What follows belongs to an exercise in optimizing a design on an open flow for small area, a short achievable clock period and few clock cycles per item; a production flow would make more cautious choices.
The RTL was checked by simulation tests, not by an equivalence proof against the original design.
Power and IR drop assume default switching activity.

== xenon ==
## bemu_alu
module bemu_alu (
    input  wire        clk,
    input  wire        rst,
    input  wire        start,
    input  wire [7:0]  op,
    input  wire [3:0]  size,
    input  wire [63:0] a,
    input  wire [63:0] b,
    input  wire [63:0] rflag,
    output wire        done,
    output wire [63:0] result,
    output wire        taken,
    output wire        fault
);
Size in the first run: roughly 3500 cells after synthesis, about 270 I/O pins, ~28000 um^2 of cells after synthesis.
clock: 12.0 ns
lec_check: 0
cap_margin: 20
core_margin: 2
core_utilization: 40
slew_margin: 20
synth_hierarchical: 1
standard.sh (not shown) runs the stock make flow with config.mk's settings and CLKGATE_MAP_FILE= SYNTH_SCRIPT=/design/flow/synth_recipe.tcl, a recipe that flattens the netlist after the stock synthesis.
==> flow/flow/run.sh <==
#!/bin/bash
# The standard layout (standard.sh: the standard flow's synthesis and ORFS flow, with
# config.mk's settings), except that
#  - buffer_ports gives each port a plain buf_1 instead of the delay cell
#    (clkdlybuf4s50_1) it picks by itself.
# The clock period and constraint.sdc are the design's.
set -euo pipefail
MARGIN=6.15
bash standard.sh SETUP_SLACK_MARGIN=$MARGIN \
  "BUFFER_PORTS_ARGS=-buffer_cell sky130_fd_sc_hd__buf_1" finish > standard_flow.log 2>&1
Testbench counts of xenon, summed over its fixed seeds: cycles 28,128, ops 12,000.
Edits applied to the flow inputs when going from xenon to ember:
diff --git a/flow/flow/run.sh b/flow/flow/run.sh
--- a/flow/flow/run.sh
+++ b/flow/flow/run.sh
@@ -6,5 +6,5 @@
 # The clock period and constraint.sdc are the design's.
 set -euo pipefail
-MARGIN=6.15
+MARGIN=6.0
 bash standard.sh SETUP_SLACK_MARGIN=$MARGIN \
   "BUFFER_PORTS_ARGS=-buffer_cell sky130_fd_sc_hd__buf_1" finish > standard_flow.log 2>&1
--- outcome ---
- ember reached the final stage; the timing, design-rule and antenna checks on its layout passed.
- Number of buffers and inverters on the critical path (lower): xenon
- Changes observed in ember relative to xenon: switching portion of total power went up; overall global routing resource usage went down; part of the total power dissipated in the clock network went up; power went down; post-route clock period utilization went up.
- Diff ember and xenon: portion of total power attributed to combinational logic lower in ember
- The final critical delay including setup and external delays of ember exceeds that of xenon by 0.14 ns.
## Diff of input files: zinc against ember
diff --git a/flow/flow/run.sh b/flow/flow/run.sh
--- a/flow/flow/run.sh
+++ b/flow/flow/run.sh
@@ -6,5 +6,5 @@
 # The clock period and constraint.sdc are the design's.
 set -euo pipefail
-MARGIN=6.0
+MARGIN=6.3
 bash standard.sh SETUP_SLACK_MARGIN=$MARGIN \
   "BUFFER_PORTS_ARGS=-buffer_cell sky130_fd_sc_hd__buf_1" finish > standard_flow.log 2>&1
[summary]
- The met2 usage in zinc sits 1.0 points above the value recorded for ember.
- Compared with ember, zinc shows proportion of power drawn by the clock network higher by 0.3 points.
- Cell count: zinc higher than ember
- Of zinc and ember, ember shows the lower global-route usage, with zinc above it.
- On post-layout minimum cycle time: zinc sits below ember.
- On via count: between zinc and ember, it ends up lower for ember.
- Higher post-CTS setup repair buffer count goes to zinc over ember.
- zinc against ember: portion of the layout cell area used by non-clock buffers shows an increase of 2.1 points; number of vias per cell shows no meaningful change; utilization shows an increase of 2.1 points.

* * *

The RTL this note starts from:
==> flow/design.v <==
module bemu_alu (
    input  wire        clk,
    input  wire        rst,
    input  wire        start,
    input  wire [7:0]  op,
    input  wire [3:0]  size,
    input  wire [63:0] a,
    input  wire [63:0] b,
    input  wire [63:0] rflag,
    output wire        done,
    output wire [63:0] result,
    output wire        taken,
    output wire        fault
);
    wire [4:0] o = op[4:0];
    wire op_mov = (o == 5'h04);
    wire op_add = (o == 5'h07);
    wire op_sub = (o == 5'h08);
    wire op_mul = (o == 5'h09);
    wire op_div = (o == 5'h0A);
    wire op_mod = (o == 5'h0B);
    wire op_inc = (o == 5'h0C);
    wire op_dec = (o == 5'h0D);
    wire op_cmp = (o == 5'h0E);
    wire op_divmod = op_div | op_mod;
    wire k8  = size[1] | size[2] | size[3];    
    wire k16 = size[2] | size[3];              
    wire k32 = size[3];                        
    wire [63:0] mask = {{32{k32}}, {16{k16}}, {8{k8}}, 8'hFF};
    wire [63:0] am = a & mask;
    wire [63:0] bm = b & mask;
    wire sa = (size[0] & a[7]) | (size[1] & a[15]) | (size[2] & a[31]) | (size[3] & a[63]);
    wire sb = (size[0] & b[7]) | (size[1] & b[15]) | (size[2] & b[31]) | (size[3] & b[63]);
    wire bz = (bm == 64'd0);
    wire fz = (rflag == 64'd0);
    wire fn = rflag[63];
    reg  cond;
    always @(*) begin
        case (o)
            5'h0F:   cond = fz;
            5'h10:   cond = !fz;
            5'h11:   cond = fn;
            5'h12:   cond = !fn && !fz;
            5'h13:   cond = fn || fz;
            5'h14:   cond = !fn;
            default: cond = 1'b0;
        endcase
    end
    wire use_a = op_add | op_sub | op_inc | op_dec | op_divmod | op_cmp;
    wire b_pos = op_add | op_mov;
    wire b_neg = op_sub | op_cmp;
    wire [63:0] xa = {64{use_a}} & mask;              
    wire [63:0] xs = {64{op_cmp}} & ~mask;            
    wire [63:0] yp = {64{b_pos}} & mask;              
    wire [63:0] yn = {64{b_neg}} & mask;              
    wire [63:0] ys = {64{op_cmp}} & ~mask;            
    wire [63:0] y1 = {64{op_dec}} & mask;             
    wire [63:0] x_in = (a & xa) | ({64{sa}} & xs);
    wire [63:0] y_in = (b & yp) | (~b & yn) | ({64{~sb}} & ys) | y1;
    wire c_in = op_sub | op_cmp | op_inc;
    wire kill8  = size[0] & ~op_cmp;
    wire kill16 = size[1] & ~op_cmp;
    wire [7:0] anz, bnz;
    genvar gi;
    generate for (gi = 0; gi < 8; gi = gi + 1) begin : g_nz
        assign anz[gi] = |am[8*gi+7:8*gi];
        assign bnz[gi] = |bm[8*gi+7:8*gi];
    end endgenerate
    wire [7:0] ath, bth;    
    assign ath[7] = anz[7];
    assign bth[7] = bnz[7];
    generate for (gi = 6; gi >= 0; gi = gi - 1) begin : g_th
        assign ath[gi] = ath[gi+1] | anz[gi];
        assign bth[gi] = bth[gi+1] | bnz[gi];
    end endgenerate
    wire a_short = |(bth & ~ath);
    reg         idle, s_mul, s_dv, s_nrm;
    reg         done_r, taken_r, fault_r;
    reg  [63:0] R, E, Q;
    reg         c32;
    reg         g8, g16, g32;             
    reg         is_mod;
    reg  [5:0]  cnt;
    assign done   = done_r;
    assign taken  = taken_r;
    assign fault  = fault_r;
    assign result = {sumh[31:0], R[31:0]};
    wire in_norm = s_nrm;
    wire in_div  = s_dv;    
    function automatic [5:0] booth(input [3:0] q, input qm);
        begin
            booth[0] = q[0] ^ qm;                                       
            booth[1] = (q[1] & ~q[0] & ~qm) | (~q[1] & q[0] & qm);      
            booth[2] = q[1] & ~(q[0] & qm);                             
            booth[3] = q[2] ^ q[1];                                     
            booth[4] = (q[3] & ~q[2] & ~q[1]) | (~q[3] & q[2] & q[1]);  
            booth[5] = q[3] & ~(q[2] & q[1]);                           
        end
    endfunction
    localparam [5:0] DIV_CTL = 6'b000_101;    
    reg  [5:0]  bc;
    reg         fc0, cin_al;
    wire b0s1 = bc[0];
    wire b0s2 = bc[1];
    wire b0n  = bc[2];
    wire b1s1 = bc[3];
    wire b1s2 = bc[4];
    wire b1n  = bc[5];
    wire [3:0] mq_in = a_short ? am[3:0] : bm[3:0];
    wire [63:0] e2 = {E[62:0], 1'b0};
    wire [63:0] p0 = ((E & {64{b0s1}}) | (e2 & {64{b0s2}})) ^ {64{b0n}};
    wire [63:0] p1 = {((E[61:0] & {62{b1s1}}) | (e2[61:0] & {62{b1s2}})), 2'b00} ^ {64{b1n}};
    wire [63:0] fs = R ^ p0 ^ p1;
    wire [63:0] fm = (R & p0) | (R & p1) | (p0 & p1);
    wire [32:0] suml;
    wire [32:0] sumh;
    wire [64:0] sum;
    wire [63:0] fc = {fm[62:0], fc0};
    bemu_add #(.W(32)) adl (.x(x_in[31:0]), .y(y_in[31:0]), .ci(c_in), .s(suml));
    bemu_add #(.W(32)) adh (.x(R[63:32]), .y(Q[63:32]), .ci(c32), .s(sumh));
    bemu_add #(.W(64)) al  (.x(fs), .y(fc), .ci(cin_al), .s(sum));
    wire        ge   = sum[64] | fm[63];    
    wire [63:0] rmask = {{32{g32}}, {16{g16}}, {8{g8}}, 8'hFF};
    wire        mul_last = (Q[63:3] == 61'd0);
    wire [63:0] tR;
    assign tR[63] = R[63];
    generate for (gi = 62; gi >= 0; gi = gi - 1) begin : g_tr
        assign tR[gi] = tR[gi+1] | R[gi];
    end endgenerate
    wire fit16 = ~|({E[47:0], 16'd0} & ~tR) & ~|E[63:48];
    wire fit4  = ~|({E[59:0], 4'd0} & ~tR) & ~|E[63:60];
    wire fit1  = ~|({E[62:0], 1'b0} & ~tR) & ~E[63];
    wire norm_shift = in_norm & ~fault_r & (fit16 | fit4 | fit1);
    wire [63:0] q_next = {Q[62:0], ge};
    wire        div_last = (cnt == 6'd0);
    always @(posedge clk) begin
        if (rst) begin
            idle   <= 1'b1;
            s_mul  <= 1'b0;
            s_dv   <= 1'b0;
            s_nrm  <= 1'b0;
            done_r <= 1'b0;
        end else if (idle) begin
            done_r <= start & ~op_mul & ~op_divmod;
            if (start & op_mul) begin
                idle  <= 1'b0;
                s_mul <= 1'b1;
            end
            if (start & op_divmod) begin
                idle  <= 1'b0;
                s_dv  <= 1'b1;
                s_nrm <= 1'b1;
            end
        end else if (s_mul) begin
            if (mul_last) begin
                idle   <= 1'b1;
                s_mul  <= 1'b0;
                done_r <= 1'b1;
            end
        end else begin
            if (fault_r || (!norm_shift && cnt == 6'd0)) begin
                idle   <= 1'b1;
                s_dv   <= 1'b0;
                done_r <= 1'b1;
            end
            if (!norm_shift)
                s_nrm <= 1'b0;
        end
    end
    always @(posedge clk) begin
        if (idle) begin
            R       <= {x_in[63:32], suml[31:17], suml[16] & ~kill16,
                        suml[15:9], suml[8] & ~kill8, suml[7:0]};
            c32     <= suml[32] & (k32 | op_cmp);
            taken_r <= cond;
            fault_r <= op_divmod & bz;
            g8      <= k8;
            g16     <= k16;
            g32     <= k32;
            is_mod  <= op_mod;
            cnt     <= 6'd0;
            if (op_divmod) begin
                bc     <= DIV_CTL;
                fc0    <= 1'b0;
                cin_al <= 1'b1;
            end else begin
                bc     <= booth(mq_in, 1'b0);
                fc0    <= booth(mq_in, 1'b0) >> 2;
                cin_al <= booth(mq_in, 1'b0) >> 5;
            end
            E       <= (op_mul & ~a_short) ? am : bm;
            Q       <= op_mul ? (a_short ? am : bm) : y_in;
        end else if (s_mul) begin
            R <= sum[63:0] & rmask;
            Q  <= {4'b0000, Q[63:4]};
            E  <= {E[59:0], 4'b0000};
            bc     <= booth(Q[7:4], Q[3]);
            fc0    <= booth(Q[7:4], Q[3]) >> 2;
            cin_al <= booth(Q[7:4], Q[3]) >> 5;
        end else if (norm_shift) begin
            Q <= 64'd0;
            if (fit16) begin
                E   <= {E[47:0], 16'd0};
                cnt <= cnt + 6'd16;
            end else if (fit4) begin
                E   <= {E[59:0], 4'd0};
                cnt <= cnt + 6'd4;
            end else begin
                E   <= {E[62:0], 1'b0};
                cnt <= cnt + 6'd1;
            end
        end else begin
            Q   <= q_next;
            E   <= {1'b0, E[63:1]};
            cnt <= cnt - 6'd1;
            if (ge & ~fault_r & ~(div_last & ~is_mod))
                R <= sum[63:0];
            else if (fault_r)
                R <= 64'd0;
            else if (div_last & ~is_mod)
                R <= q_next;
            if (div_last)
                Q[63:32] <= 32'd0;
        end
    end
endmodule
module bemu_add #(parameter W = 32) (
    input  wire [W-1:0] x,
    input  wire [W-1:0] y,
    input  wire         ci,
    output wire [W:0]   s
);
    wire [W+1:0] t = {1'b0, x, 1'b1} + {1'b0, y, ci};
    assign s = t[W+1:1];
endmodule
==> flow/config.mk <==
export PLATFORM = sky130hd
export DESIGN_NAME = bemu_alu
export DESIGN_NICKNAME = bemu_alu
export VERILOG_FILES = /design/flow/design.v
export SDC_FILE = /design/flow/constraint.sdc
export NUM_CORES = 4
export LEC_CHECK = 0
export CAP_MARGIN = 20
export CORE_MARGIN = 2
export CORE_UTILIZATION = 40
export SLEW_MARGIN = 20
export SYNTH_HIERARCHICAL = 1
==> flow/constraint.sdc <==
create_clock -name core_clock -period 12.0 [get_ports {clk}]
set_input_delay 2.4000 -clock core_clock [delete_from_list [all_inputs] [get_ports {clk}]]
set_output_delay 2.4000 -clock core_clock [all_outputs]
set_load 0.01 [all_outputs]
==> flow/flow/run.sh <==
#!/bin/bash
# The standard layout (standard.sh: the standard flow's synthesis and ORFS flow, with
# config.mk's settings), except that
#  - buffer_ports gives each port a plain buf_1 instead of the delay cell
#    (clkdlybuf4s50_1) it picks by itself.
# The clock period and constraint.sdc are the design's.
set -euo pipefail
MARGIN=6.7
bash standard.sh SETUP_SLACK_MARGIN=$MARGIN \
  "BUFFER_PORTS_ARGS=-buffer_cell sky130_fd_sc_hd__buf_1" finish > standard_flow.log 2>&1
Testbench counts at the start, summed over its fixed seeds: cycles 28,128, ops 12,000.
Then changed:
--- a/flow/flow/run.sh
+++ b/flow/flow/run.sh
@@ -6,5 +6,5 @@
 # The clock period and constraint.sdc are the design's.
 set -euo pipefail
-MARGIN=6.7
+MARGIN=6.5
 bash standard.sh SETUP_SLACK_MARGIN=$MARGIN \
   "BUFFER_PORTS_ARGS=-buffer_cell sky130_fd_sc_hd__buf_1" finish > standard_flow.log 2>&1
Outcome: The changed run completed with no timing, DRC or antenna violations; power shrinks by 4.1%; final area shrinks by 3.3%; wire length fell by 3.0%; die area is unchanged.
Then changed:
--- a/flow/flow/run.sh
+++ b/flow/flow/run.sh
@@ -6,5 +6,5 @@
 # The clock period and constraint.sdc are the design's.
 set -euo pipefail
-MARGIN=6.5
+MARGIN=6.3
 bash standard.sh SETUP_SLACK_MARGIN=$MARGIN \
   "BUFFER_PORTS_ARGS=-buffer_cell sky130_fd_sc_hd__buf_1" finish > standard_flow.log 2>&1
The changed run passed the timing, design-rule and antenna checks.
Sequential power is about the same.
Setup slack stays flat.
Clock power went down by about 1%.
Combinational power went down by about 1%.
Hold slack stays flat.
Cell area went down by 2.6%.
Fmax barely changes.
Via count went down by 0.92%.
Die area stays the same.
Then changed:
==> flow/flow/run.sh (replaced) <==
#!/bin/bash
set -euo pipefail
MARGIN=7
bash standard.sh SETUP_SLACK_MARGIN=$MARGIN finish > standard_flow.log 2>&1
Result: Worst setup slack improves by 42 ps. Power is higher by about 9%. Flip-flop and latch count stays the same. Sequential power rose by about 0.5%. Die area does not change. Cell count came out higher by about 3%. First-iteration DRC count goes up by about 13%. Non-clock buffer count grows by 147. Clock skew rises by 9.7 ps. Register-to-register slack is better by 40 ps. Worst hold slack hardly moves.

## port drivers added, routing unchanged
Ports are ideal in the flow. The routed layouts listed here were re-timed in OpenROAD. Step 1, drivers: a clkbuf_16 drives clk and a buf_2 each remaining input, both assumed. Step 2 adds t to the input delays and takes it off the output delays; t is the mean of the earliest and latest rising clock arrival at the registers after step 1. Input paths then give back, and output paths get back, about the clock's delay inside the block. a / b / c = ideal ports / drivers / drivers and shift; a / b = the first two.
run | shift t [ns] | slack for setup (ns) | hold WS [ns] | worst setup path after step 2 | clock arrival spread, ns
xenon | 0.664 | 6.240 / 6.206 / 5.612 | 0.479 / 0.479 / 0.479 | input to register | 0.018 / 0.018
ember | 0.654 | 6.101 / 6.091 / 5.586 | 0.465 / 0.465 / 0.465 | input to register | 0.020 / 0.020
zinc | 0.658 | 6.379 / 6.352 / 5.768 | 0.466 / 0.466 / 0.466 | input to register | 0.025 / 0.024
the first run of note 2 | 0.610 | 6.430 / 6.430 / 5.910 | 0.500 / 0.500 / 0.500 | input to register | 0.038 / 0.038
the second run of note 2 | 0.607 | 6.323 / 6.323 / 5.784 | 0.484 / 0.484 / 0.484 | input to register | 0.030 / 0.031
the third run of note 2 | 0.613 | 6.321 / 6.306 / 5.717 | 0.483 / 0.483 / 0.483 | input to register | 0.032 / 0.033
the fourth run of note 2 | 0.631 | 6.364 / 6.301 / 5.881 | 0.485 / 0.485 / 0.485 | input to register | 0.042 / 0.042
After both steps every run listed still meets setup and hold. For xenon, which loses most, drivers alone change the setup slack by -0.034 ns; drivers and shift together by -0.628 ns.
